What follows belongs to an exercise in optimizing a design on an open flow for small area, a short achievable clock period and few clock cycles; a production flow would make more cautious choices. The RTL was checked by simulation tests, not by an equivalence proof against the original design. Power figures rest on the tool's default switching activity, not on a simulated workload.

==> inputs of sierra <==
Design slm_window, start of the top module:
module slm_window (
    input  wire        clk,
    input  wire        rst,         
    input  wire        cmd_valid,
    output wire        cmd_ready,
    input  wire [1:0]  cmd_op,      
    input  wire [3:0]  cmd_id,      
    input  wire [63:0] cmd_data,    
    output wire        out_valid,
    input  wire        out_ready,
    output wire [63:0] out_data,
    output wire        out_last
);
clock: 12.0 ns
lec_check: 0
cap_margin: 20
core_margin: 2
core_utilization: 25
cts_cluster_size: 24
place_density_lb_addon: 0.1
slew_margin: 20
standard.sh (not shown) runs the stock make flow with config.mk's settings and CLKGATE_MAP_FILE= SYNTH_SCRIPT=/design/flow/synth_recipe.tcl, a recipe that flattens the netlist after the stock synthesis.
==> flow/flow/run.sh <==
#!/bin/bash
set -o pipefail
bash standard.sh SETUP_SLACK_MARGIN=6.9 finish > orfs_make.log 2>&1
==> zinc: changes against sierra <==
--- a/flow/design.v
+++ b/flow/design.v
@@ -108,25 +108,25 @@
         end
     endfunction
     wire [3:0] mod_c1 = mod_cnt[3:0] + 4'd1;
     wire [8:0] mod_r4 = mstep(mstep(mstep(mstep(mod_r, nib[3]), nib[2]), nib[1]), nib[0]);
     wire       mod_last = mod_busy & mod_cnt[4];
     integer j, c;
-    reg [23:0] grp0, grp1;
-    reg [4:0]  d_start0, d_start1;
+    reg [47:0] grp0, grp1;
+    reg [5:0]  d_start0, d_start1;
     always @(*) begin
-        grp0 = 24'd0;
-        grp1 = 24'd0;
+        grp0 = 48'd0;
+        grp1 = 48'd0;
         for (j = 0; j < 4; j = j + 1)
-            for (c = 0; c < 24; c = c + 1) begin
-                if (vm[j]     && (|sm[j][4*c +: 4]))     grp0[c] = 1'b1;
-                if (vm[j + 4] && (|sm[j + 4][4*c +: 4])) grp1[c] = 1'b1;
+            for (c = 0; c < 48; c = c + 1) begin
+                if (vm[j]     && (|sm[j][2*c +: 2]))     grp0[c] = 1'b1;
+                if (vm[j + 4] && (|sm[j + 4][2*c +: 2])) grp1[c] = 1'b1;
             end
-        d_start0 = 5'd0;
-        d_start1 = 5'd0;
-        for (c = 0; c < 24; c = c + 1) begin
+        d_start0 = 6'd0;
+        d_start1 = 6'd0;
+        for (c = 0; c < 48; c = c + 1) begin
             if (grp0[c]) d_start0 = c;
             if (grp1[c]) d_start1 = c;
         end
     end
     reg [31:0] rm_n [0:3];
     reg [3:0]  q1, q2;
@@ -314,13 +314,13 @@
                             d_run  <= 1'b0;
                             d_done <= 1'b1;
                         end else begin
                             d_pass  <= 1'b1;
                             d_done0 <= 1'b1;
                             d_first <= 1'b1;
-                            d_h     <= {d_start1, 1'b1};
+                            d_h     <= d_start1;
                             for (i = 0; i < 4; i = i + 1)
                                 rm[i] <= 32'd0;
                         end
                     end
                 end
             end
@@ -367,13 +367,13 @@
                     p       <= 5'd1;
                     d_run   <= 1'b1;
                     d_first <= 1'b1;
                     d_pass  <= 1'b0;
                     d_done0 <= 1'b0;
                     d_done  <= 1'b0;
-                    d_h     <= {d_start0, 1'b1};
+                    d_h     <= d_start0;
                     for (i = 0; i < 4; i = i + 1)
                         rm[i] <= 32'd0;
                 end
             end
         end
     end
==> cedar: changes against sierra <==
--- a/flow/design.v
+++ b/flow/design.v
@@ -108,25 +108,25 @@
         end
     endfunction
     wire [3:0] mod_c1 = mod_cnt[3:0] + 4'd1;
     wire [8:0] mod_r4 = mstep(mstep(mstep(mstep(mod_r, nib[3]), nib[2]), nib[1]), nib[0]);
     wire       mod_last = mod_busy & mod_cnt[4];
     integer j, c;
-    reg [23:0] grp0, grp1;
-    reg [4:0]  d_start0, d_start1;
+    reg [47:0] grp0, grp1;
+    reg [5:0]  d_start0, d_start1;
     always @(*) begin
-        grp0 = 24'd0;
-        grp1 = 24'd0;
+        grp0 = 48'd0;
+        grp1 = 48'd0;
         for (j = 0; j < 4; j = j + 1)
-            for (c = 0; c < 24; c = c + 1) begin
-                if (vm[j]     && (|sm[j][4*c +: 4]))     grp0[c] = 1'b1;
-                if (vm[j + 4] && (|sm[j + 4][4*c +: 4])) grp1[c] = 1'b1;
+            for (c = 0; c < 48; c = c + 1) begin
+                if (vm[j]     && (|sm[j][2*c +: 2]))     grp0[c] = 1'b1;
+                if (vm[j + 4] && (|sm[j + 4][2*c +: 2])) grp1[c] = 1'b1;
             end
-        d_start0 = 5'd0;
-        d_start1 = 5'd0;
-        for (c = 0; c < 24; c = c + 1) begin
+        d_start0 = 6'd0;
+        d_start1 = 6'd0;
+        for (c = 0; c < 48; c = c + 1) begin
             if (grp0[c]) d_start0 = c;
             if (grp1[c]) d_start1 = c;
         end
     end
     reg [31:0] rm_n [0:3];
     reg [3:0]  q1, q2;
@@ -314,13 +314,13 @@
                             d_run  <= 1'b0;
                             d_done <= 1'b1;
                         end else begin
                             d_pass  <= 1'b1;
                             d_done0 <= 1'b1;
                             d_first <= 1'b1;
-                            d_h     <= {d_start1, 1'b1};
+                            d_h     <= d_start1;
                             for (i = 0; i < 4; i = i + 1)
                                 rm[i] <= 32'd0;
                         end
                     end
                 end
             end
@@ -367,13 +367,13 @@
                     p       <= 5'd1;
                     d_run   <= 1'b1;
                     d_first <= 1'b1;
                     d_pass  <= 1'b0;
                     d_done0 <= 1'b0;
                     d_done  <= 1'b0;
-                    d_h     <= {d_start0, 1'b1};
+                    d_h     <= d_start0;
                     for (i = 0; i < 4; i = i + 1)
                         rm[i] <= 32'd0;
                 end
             end
         end
     end
- CORE_UTILIZATION: 25 -> 35
==> notes <==
- Of cedar and zinc, zinc has the higher wire length (gap 11%, measured against zinc).
- Count of clock-buffer cells in the layout, highest first: zinc, sierra, cedar.
- Non-clock buffer count: sierra > zinc > cedar.
- The lowest final cell count belongs to cedar, the highest to sierra.
- In sierra the utilization is lower than in cedar, by 11 points.
- Clock skew: zinc > cedar > sierra.
==> figures <==
Minimum clock period: zinc 5440 ps; cedar 5470 ps; sierra 5310 ps
Die boundary height: zinc 892 um; cedar 754 um; sierra 891 um
Initial Utilization: zinc 25.0%; cedar 35.1%; sierra 25.1%
Destination of the worst hold path: zinc busy_e[3]; cedar busy_e[0]; sierra busy_e[3]
Number of vias in the routed layout: zinc 178,000; cedar 178,000; sierra 176,000
Outcome: zinc no timing/DRC/antenna violations; cedar no timing/DRC/antenna violations; sierra no timing/DRC/antenna violations
WL met2: zinc 539,000 um; cedar 469,000 um; sierra 517,000 um
Number of global-route vias before repair: zinc 166,000; cedar 164,000; sierra 163,000
Power density cells: zinc 144 nW/um^2; cedar 144 nW/um^2; sierra 146 nW/um^2
Synthesis-to-layout area growth: zinc 18.0%; cedar 15.3%; sierra 19.0%
Register-to-register setup slack: zinc 6560 ps; cedar 6530 ps; sierra 6690 ps
Minimum setup slack in the final design: zinc 6560 ps; cedar 6530 ps; sierra 6690 ps
Pleak: zinc 78.2 nW; cedar 77.5 nW; sierra 80.0 nW
Buf+Inv Stages, Crit Path: zinc 2; cedar 1; sierra 1
Testbench counts of sierra, summed over its fixed seeds: cycles 15,060.
Testbench counts of zinc, summed over its fixed seeds: cycles 14,809.
Testbench counts of cedar, summed over its fixed seeds: cycles 14,809.

==> port drivers added, routing unchanged <==
Ports are ideal in the flow. The routed layouts listed here were re-timed in OpenROAD.
Step 1: set_driving_cell puts a clkbuf_16 on clk and a buf_2 on each other input, an assumption about the parent block.
Step 2, shift: input delay + t, output delay - t, t = (earliest + latest rising clock arrival at the registers) / 2. This alone moves slack from input paths to output paths.
Three values: ideal ports, drivers, drivers and shift; two values: the first two.
run	shift t [ns]	setup WS [ns]	worst hold slack (ns)
sierra	1.233	6.688 / 6.688 / 5.659	0.491 / 0.491 / 0.491
zinc	1.231	6.558 / 6.558 / 5.617	0.497 / 0.497 / 0.497
cedar	1.194	6.528 / 6.528 / 5.565	0.488 / 0.488 / 0.488
After both steps every run listed still meets setup and hold. The setup slack of sierra, which loses most, moves by 0.000 ns with the drivers and by -1.029 ns with both steps.
